Context: an optimization exercise on an open-source flow, tuned for small area, a short achievable clock period and few clock cycles. The choices shown serve that exercise and are no tape-out recipe. At most, simulation tests tie the RTL to the original design; equivalence was not proved. Power and IR drop assume default switching activity.

==> flow/design.v (excerpt) <==
module tdm_deframer (
    input  wire        clk,
    input  wire        rst,           
    input  wire        ev_valid,
    output wire        ev_ready,
    input  wire [7:0]  ev_hdr,
    input  wire [31:0] ev_pos,
    input  wire [31:0] ev_payload,
    output reg  [1:0]  want,          
    output wire        fatal,
    output wire        rec_valid,
    input  wire        rec_ready,
    output reg  [4:0]  rec_cls,
    output reg         rec_line,
    output reg  [3:0]  rec_slot,
    output reg  [3:0]  rec_field,
    output reg  [19:0] rec_value,
    output reg  [4:0]  rec_width,
    output reg  [31:0] rec_start,
    output reg  [31:0] rec_end
);
    localparam [2:0] K_FALL  = 3'd1,
                     K_RISE  = 3'd2,
                     K_END   = 3'd3,
                     K_RESET = 3'd4,
                     K_SETUP = 3'd6;
    localparam [2:0] PH_UNCONF    = 3'd0,
                     PH_AWAIT_1ST = 3'd1,
                     PH_AWAIT_FAL = 3'd2,
                     PH_AWAIT_RIS = 3'd3,
                     PH_ENDED     = 3'd4,
                     PH_CFG_ERR   = 3'd5;
    localparam [3:0] F_BIT = 4'd0, F_SLOTRAW = 4'd1, F_READY = 4'd2,
                     F_VALID = 4'd3, F_RSV = 4'd4, F_CODEC = 4'd5,
                     F_RW = 4'd6, F_ADDR = 4'd7, F_DATA = 4'd8, F_RAW = 4'd9;
    localparam [4:0] CLS_ERROR = 5'd31;
    reg  [2:0]  phase;
    reg  [31:0] last_pos;
    reg         last_pos_vld;
    reg         lat_out, lat_in;
    reg         hb;
    reg  [31:0] b_pos;
    reg         b_sync, b_first, b_lo, b_li;
    reg         hl;
    reg         hl_sync, hl_first;
    reg  [31:0] p_cur;          
    reg         sync_prev;
    reg         frame_act;
    reg  [3:0]  slot_k;
    reg  [4:0]  slot_j;
    reg  [19:0] sr_out, sr_in;
    reg  [11:0] valid_out, valid_in;
    reg  [31:0] pos_s;          
    reg  [31:0] cap_a;          
  ...
Size: about 370 flip-flops, about 180 I/O pins, about 0.016 mm2 of cells after synthesis.
==> flow/config.mk <==
export PLATFORM = sky130hd
export DESIGN_NAME = tdm_deframer
export DESIGN_NICKNAME = tdm_deframer
export VERILOG_FILES = /design/flow/design.v
export SDC_FILE = /design/flow/constraint.sdc
export NUM_CORES = 4
export LEC_CHECK = 0
export CAP_MARGIN = 5
export CORE_MARGIN = 2
export CORE_UTILIZATION = 60
export CTS_CLUSTER_DIAMETER = 80
export CTS_CLUSTER_SIZE = 24
export PLACE_DENSITY = 0.72
export SLEW_MARGIN = 5
export TNS_END_PERCENT = 5
export SETUP_SLACK_MARGIN = 6.0
export BUFFER_PORTS_ARGS = -buffer_cell sky130_fd_sc_hd__buf_1
==> flow/constraint.sdc <==
create_clock -name core_clock -period 10.0 [get_ports {clk}]
set_input_delay 2.0000 -clock core_clock [delete_from_list [all_inputs] [get_ports {clk}]]
set_output_delay 2.0000 -clock core_clock [all_outputs]
set_load 0.01 [all_outputs]
standard.sh (not shown) runs the stock make flow with config.mk's settings and CLKGATE_MAP_FILE= SYNTH_SCRIPT=/design/flow/synth_recipe.tcl, a recipe that flattens the netlist after the stock synthesis.
==> flow/flow/run.sh <==
#!/bin/bash
# The standard layout (standard.sh: unchanged synthesis and ORFS steps) with two
# settings added to config.mk:
#  - every input and output port still gets a buffer, but a plain buf_1 rather than
#    the delay cell buffer_ports picks by default.
# standard.sh's full output goes to standard.log in this folder.
set -euo pipefail
cat >> config.mk <<'EOT'
export SETUP_SLACK_MARGIN = 6.0
export BUFFER_PORTS_ARGS = -buffer_cell sky130_fd_sc_hd__buf_1
EOT
bash standard.sh > standard.log 2>&1
The starting point completed without violations.
Testbench counts at the start, summed over its fixed seeds: cycles 36,275.
Edit:
--- a/flow/flow/run.sh
+++ b/flow/flow/run.sh
@@ -7,5 +7,5 @@
 set -euo pipefail
 cat >> config.mk <<'EOT'
-export SETUP_SLACK_MARGIN = 6.0
+export SETUP_SLACK_MARGIN = 6.5
 export BUFFER_PORTS_ARGS = -buffer_cell sky130_fd_sc_hd__buf_1
 EOT
--- a/flow/config.mk
+++ b/flow/config.mk
@@ -14,4 +14,4 @@
 export SLEW_MARGIN = 5
 export TNS_END_PERCENT = 5
-export SETUP_SLACK_MARGIN = 6.0
+export SETUP_SLACK_MARGIN = 6.5
 export BUFFER_PORTS_ARGS = -buffer_cell sky130_fd_sc_hd__buf_1
=>
- maximum frequency hardly moves
- final cell count increases by 0.96%
- non-clock buffer count climbs by 8
- die area is unchanged
- combinational power came out higher by about 4.6%
- via count goes up by 2.5%
Edit:
==> flow/config.mk (replaced) <==
export PLATFORM = sky130hd
export DESIGN_NAME = tdm_deframer
export DESIGN_NICKNAME = tdm_deframer
export VERILOG_FILES = /design/flow/design.v
export SDC_FILE = /design/flow/constraint.sdc
export NUM_CORES = 4
export LEC_CHECK = 0
export CAP_MARGIN = 20
export CORE_MARGIN = 2
export CORE_UTILIZATION = 50
export CTS_CLUSTER_DIAMETER = 80
export CTS_CLUSTER_SIZE = 30
export PLACE_DENSITY = 0.65
export SLEW_MARGIN = 20
export TNS_END_PERCENT = 10
export SETUP_SLACK_MARGIN = 6.5
export BUFFER_PORTS_ARGS = -buffer_cell sky130_fd_sc_hd__buf_1
Hold slack is better by 0.026 ns.
Utilization is lower by 10 points.
Worst setup slack is better by 0.016 ns.
Non-clock buffer count is higher by 28.
Final cell count is higher by a few percent.
Edit:
--- a/flow/flow/run.sh
+++ b/flow/flow/run.sh
@@ -7,5 +7,5 @@
 set -euo pipefail
 cat >> config.mk <<'EOT'
-export SETUP_SLACK_MARGIN = 6.5
+export SETUP_SLACK_MARGIN = 6.1
 export BUFFER_PORTS_ARGS = -buffer_cell sky130_fd_sc_hd__buf_1
 EOT
==> flow/config.mk (replaced) <==
export PLATFORM = sky130hd
export DESIGN_NAME = tdm_deframer
export DESIGN_NICKNAME = tdm_deframer
export VERILOG_FILES = /design/flow/design.v
export SDC_FILE = /design/flow/constraint.sdc
export NUM_CORES = 4
export LEC_CHECK = 0
export CAP_MARGIN = 5
export CORE_MARGIN = 2
export CORE_UTILIZATION = 60
export CTS_CLUSTER_DIAMETER = 80
export CTS_CLUSTER_SIZE = 24
export PLACE_DENSITY = 0.72
export SLEW_MARGIN = 5
export TNS_END_PERCENT = 2
export SETUP_SLACK_MARGIN = 6.1
export BUFFER_PORTS_ARGS = -buffer_cell sky130_fd_sc_hd__buf_1
What happened: Total power decreases by 0.71%; final cell count decreases by 7.3%; routed wire length went down by 5.9%.

---

Another version of the RTL of tdm_deframer (not shown whole).
Size: about 1400 cells after synthesis, roughly 340 flip-flops.
Settings: LEC_CHECK=0, CAP_MARGIN=20, CORE_MARGIN=2, CORE_UTILIZATION=60, PLACE_DENSITY=0.7, SETUP_SLACK_MARGIN=5, SLEW_MARGIN=20; clock period 10.0 ns.
run.sh (not shown) runs the stock make flow with config.mk's settings and CLKGATE_MAP_FILE= SYNTH_SCRIPT=/design/flow/synth_recipe.tcl, a recipe that flattens the netlist after the stock synthesis.
Stock flow here: none of the scripts above is used.
Change:
--- a/flow/config.mk
+++ b/flow/config.mk
@@ -8,6 +8,5 @@
 export CAP_MARGIN = 20
 export CORE_MARGIN = 2
-export CORE_UTILIZATION = 60
-export PLACE_DENSITY = 0.7
-export SETUP_SLACK_MARGIN = 5
+export CORE_UTILIZATION = 40
+export PLACE_DENSITY = 0.6
 export SLEW_MARGIN = 20
The changed run went through all stages and came out clean.
Power goes up by 2.4%.
Wire length goes down by 2.1%.
Worst setup slack degrades by 1.3 ns.
Design area goes down by 3.6%.
Via count goes down by 6.8%.
No functional check of the RTL was part of any run of this note.

---

## job 101
tdm_deframer, a different RTL version from the one above (not shown whole).
For scale: ~1300 cells after synthesis, ~17000 µm² of cells after synthesis.
export LEC_CHECK = 0
export CAP_MARGIN = 20
export CORE_MARGIN = 2
export CORE_UTILIZATION = 50
export PLACE_DENSITY = 0.65
export SETUP_SLACK_MARGIN = 5
export SLEW_MARGIN = 20
create_clock -name core_clock -period 10.0 [get_ports {clk}]
Testbench counts of job 101, summed over its fixed seeds: cycles 36,275.
What job 102 does differently from job 101 at the input level:
- swapping 5 for 6.5 in SETUP_SLACK_MARGIN
- putting TNS_END_PERCENT at 10 where nothing was set
- putting CTS_CLUSTER_SIZE at 30 where nothing was set
- putting CTS_CLUSTER_DIAMETER at 80 where nothing was set
- putting BUFFER_PORTS_ARGS at -buffer_cell sky130_fd_sc_hd__buf_1 where nothing was set
==> flow/flow/run.sh (new file) <==
#!/bin/bash
# The standard layout (standard.sh: unchanged synthesis and ORFS steps) with two
# settings added to config.mk:
#  - every input and output port still gets a buffer, but a plain buf_1 rather than
#    the delay cell buffer_ports picks by default.
# standard.sh's full output goes to standard.log in this folder.
set -euo pipefail
cat >> config.mk <<'EOT'
export SETUP_SLACK_MARGIN = 6.5
export BUFFER_PORTS_ARGS = -buffer_cell sky130_fd_sc_hd__buf_1
EOT
bash standard.sh > standard.log 2>&1
==> flow/standard.sh (new file) <==
#!/bin/bash
# synth_recipe.tcl (not shown) runs the flow's synth.tcl, then flattens the netlist and writes it again
# the make line also repeats each setting of config.mk as NAME=value (left out here)
make -C /OpenROAD-flow-scripts/flow DESIGN_CONFIG=/design/flow/config.mk WORK_HOME=/design/flow/orfs CLKGATE_MAP_FILE= SYNTH_SCRIPT=/design/flow/synth_recipe.tcl "${@:-finish}"
removed: flow/run.sh
==> summary.txt <==
From job 101 to job 102 the numbers moved as follows: met1 track demand over resource in global routing +1.1 points, part of the total power dissipated in sequential elements +11 points, detailed route wirelength on metal3 +26%, relative slew slack -7.0 points, clock power -about 37%.
Diff job 101..job 102 | pin count of the biggest net entering global routing | unchanged
The lower global-route usage came out of job 101.
Quantity of gates resized following cts: job 102 vs job 101 up 64
Looking at final critical delay including setup and external delays, job 102 sits 670 ps below job 101.
Number of diodes added for antenna fixing came out exactly the same in job 102 and job 101.
Looking at capture point of the worst path, the last_pos[20] result is from job 102; the last_pos[2] one comes from job 101.
Comparing job 102 and job 101, the higher area of all placed cells without fillers is on job 101.
Input-level comparison between job 103 and job 102:
- removing CTS_CLUSTER_DIAMETER (formerly 80)
- removing CTS_CLUSTER_SIZE (formerly 30)
- removing TNS_END_PERCENT (formerly 10)
### Flow results
Re area fraction of clock buffers and clock inverters: job 103 is 2.5 points up on job 102.
Delta (job 103 minus job 102): post-route clock period utilization -0.53 points, cell area went up 1500 µm², sum of met2 wire segment lengths after detailed routing increased by about 1.2% relative to the old numbers, via count of the first global-routing pass picked up an extra about 3.5%, relative slew slack increased 0.46 points.
Job 102 → job 103: met3 usage in global routing now larger, clock buffer count now larger, wire length now larger, total power after layout now larger, post-layout minimum cycle time now smaller.

---

old:
Another version of the RTL of tdm_deframer (not shown whole).
For scale: about 360 flip-flops, ~180 I/O pins, ~16000 sq um of cells after synthesis.
Settings: LEC_CHECK=0, CAP_MARGIN=5, CORE_MARGIN=2, CORE_UTILIZATION=66, CTS_CLUSTER_DIAMETER=80, CTS_CLUSTER_SIZE=24, PLACE_DENSITY=0.76, SLEW_MARGIN=5, TNS_END_PERCENT=5, SETUP_SLACK_MARGIN=6.0, BUFFER_PORTS_ARGS=-buffer_cell sky130_fd_sc_hd__buf_1; clock period 10.0 ns.
standard.sh (not shown) runs the stock make flow with config.mk's settings and CLKGATE_MAP_FILE= SYNTH_SCRIPT=/design/flow/synth_recipe.tcl, a recipe that flattens the netlist after the stock synthesis.
==> flow/flow/run.sh <==
#!/bin/bash
# The standard layout (standard.sh: unchanged synthesis and ORFS steps) with two
# settings added to config.mk:
#  - every input and output port still gets a buffer, but a plain buf_1 rather than
#    the delay cell buffer_ports picks by default.
# standard.sh's full output goes to standard.log in this folder.
set -euo pipefail
cat >> config.mk <<'EOT'
export SETUP_SLACK_MARGIN = 6.0
export BUFFER_PORTS_ARGS = -buffer_cell sky130_fd_sc_hd__buf_1
EOT
bash standard.sh > standard.log 2>&1
Modified inputs, new compared to old
diff --git a/flow/config.mk b/flow/config.mk
--- a/flow/config.mk
+++ b/flow/config.mk
@@ -10 +10 @@
-export CORE_UTILIZATION = 66
+export CORE_UTILIZATION = 60
@@ -13 +13 @@
-export PLACE_DENSITY = 0.76
+export PLACE_DENSITY = 0.72
==> summary.txt <==
Number of optimization iterations in the first detailed-route pass in new vs old: down 1
In new, post-route worst setup slack is higher than in old.
Comparing worst-case clock skew for new and old, the smaller number came from old.
The core box area reported for new is greater than that of old by 11%.
new reports its standard cell with the maximum stage delay on the critical path as sky130_fd_sc_hd__or3_4 while old reports sky130_fd_sc_hd__o41ai_4.
Clock group share of total power (lower): new
The worst-case setup slack after placement on old is in line with that on new.
Summary: with old as the reference, cell leakage power in new moved up slightly.
Function was not checked in any run of this note: the RTL went through the layout flow alone.

==> port drivers added, routing unchanged <==
In the flow no input, the clock included, has a driving cell. The finished layouts below were timed again as built, in two steps.
Step 1 (the two cells are an assumption about what drives the block):
set clk [get_ports {clk}]
set_driving_cell -lib_cell sky130_fd_sc_hd__clkbuf_16 $clk
set_driving_cell -lib_cell sky130_fd_sc_hd__buf_2 [delete_from_list [all_inputs] $clk]
Step 2 moves the port delays by t, midway between the first and last clock arrival at a register: inputs arrive t later, outputs are due t later. That takes back most of the time a late clock gives input paths.
Slacks: no drivers / after step 1 / after step 2; pairs: no drivers / after step 1.
run | t, ns | slack for setup (ns) | hold slack, ns | worst register clock-pin slew, ns | pins driven straight from the clock port
the first run of note 1 | 0.564 | 5.986 / 5.937 / 5.467 | 0.447 / 0.447 / 0.447 | 0.10 / 0.10 | 1
the second run of note 1 | 0.562 | 5.994 / 5.943 / 5.570 | 0.407 / 0.407 / 0.407 | 0.10 / 0.10 | 1
the third run of note 1 | 0.577 | 6.010 / 5.955 / 5.548 | 0.433 / 0.433 / 0.433 | 0.12 / 0.12 | 1
the fourth run of note 1 | 0.564 | 5.970 / 5.919 / 5.468 | 0.411 / 0.411 / 0.411 | 0.10 / 0.10 | 1
the first run of note 2 | 0.568 | 4.872 / 4.818 / 4.761 | 0.418 / 0.418 / 0.418 | 0.07 / 0.07 | 1
the second run of note 2 | 0.593 | 3.608 / 3.557 / 4.149 | 0.415 / 0.415 / 0.415 | 0.06 / 0.06 | 1
job 101 | 0.572 | 5.234 / 5.268 / 4.697 | 0.420 / 0.420 / 0.420 | 0.06 / 0.06 | 1
job 102 | 0.574 | 5.903 / 5.910 / 5.336 | 0.431 / 0.431 / 0.431 | 0.11 / 0.11 | 1
job 103 | 0.585 | 5.956 / 5.902 / 5.429 | 0.418 / 0.418 / 0.418 | 0.06 / 0.06 | 1
old | 0.571 | 5.845 / 5.845 / 5.275 | 0.438 / 0.438 / 0.438 | 0.10 / 0.10 | 1
new | 0.564 | 5.880 / 5.882 / 5.318 | 0.430 / 0.430 / 0.430 | 0.10 / 0.10 | 1
After both steps setup and hold are still met in every run listed. For old, which loses most, drivers alone change the setup slack by 0.000 ns; drivers and shift together by -0.570 ns.
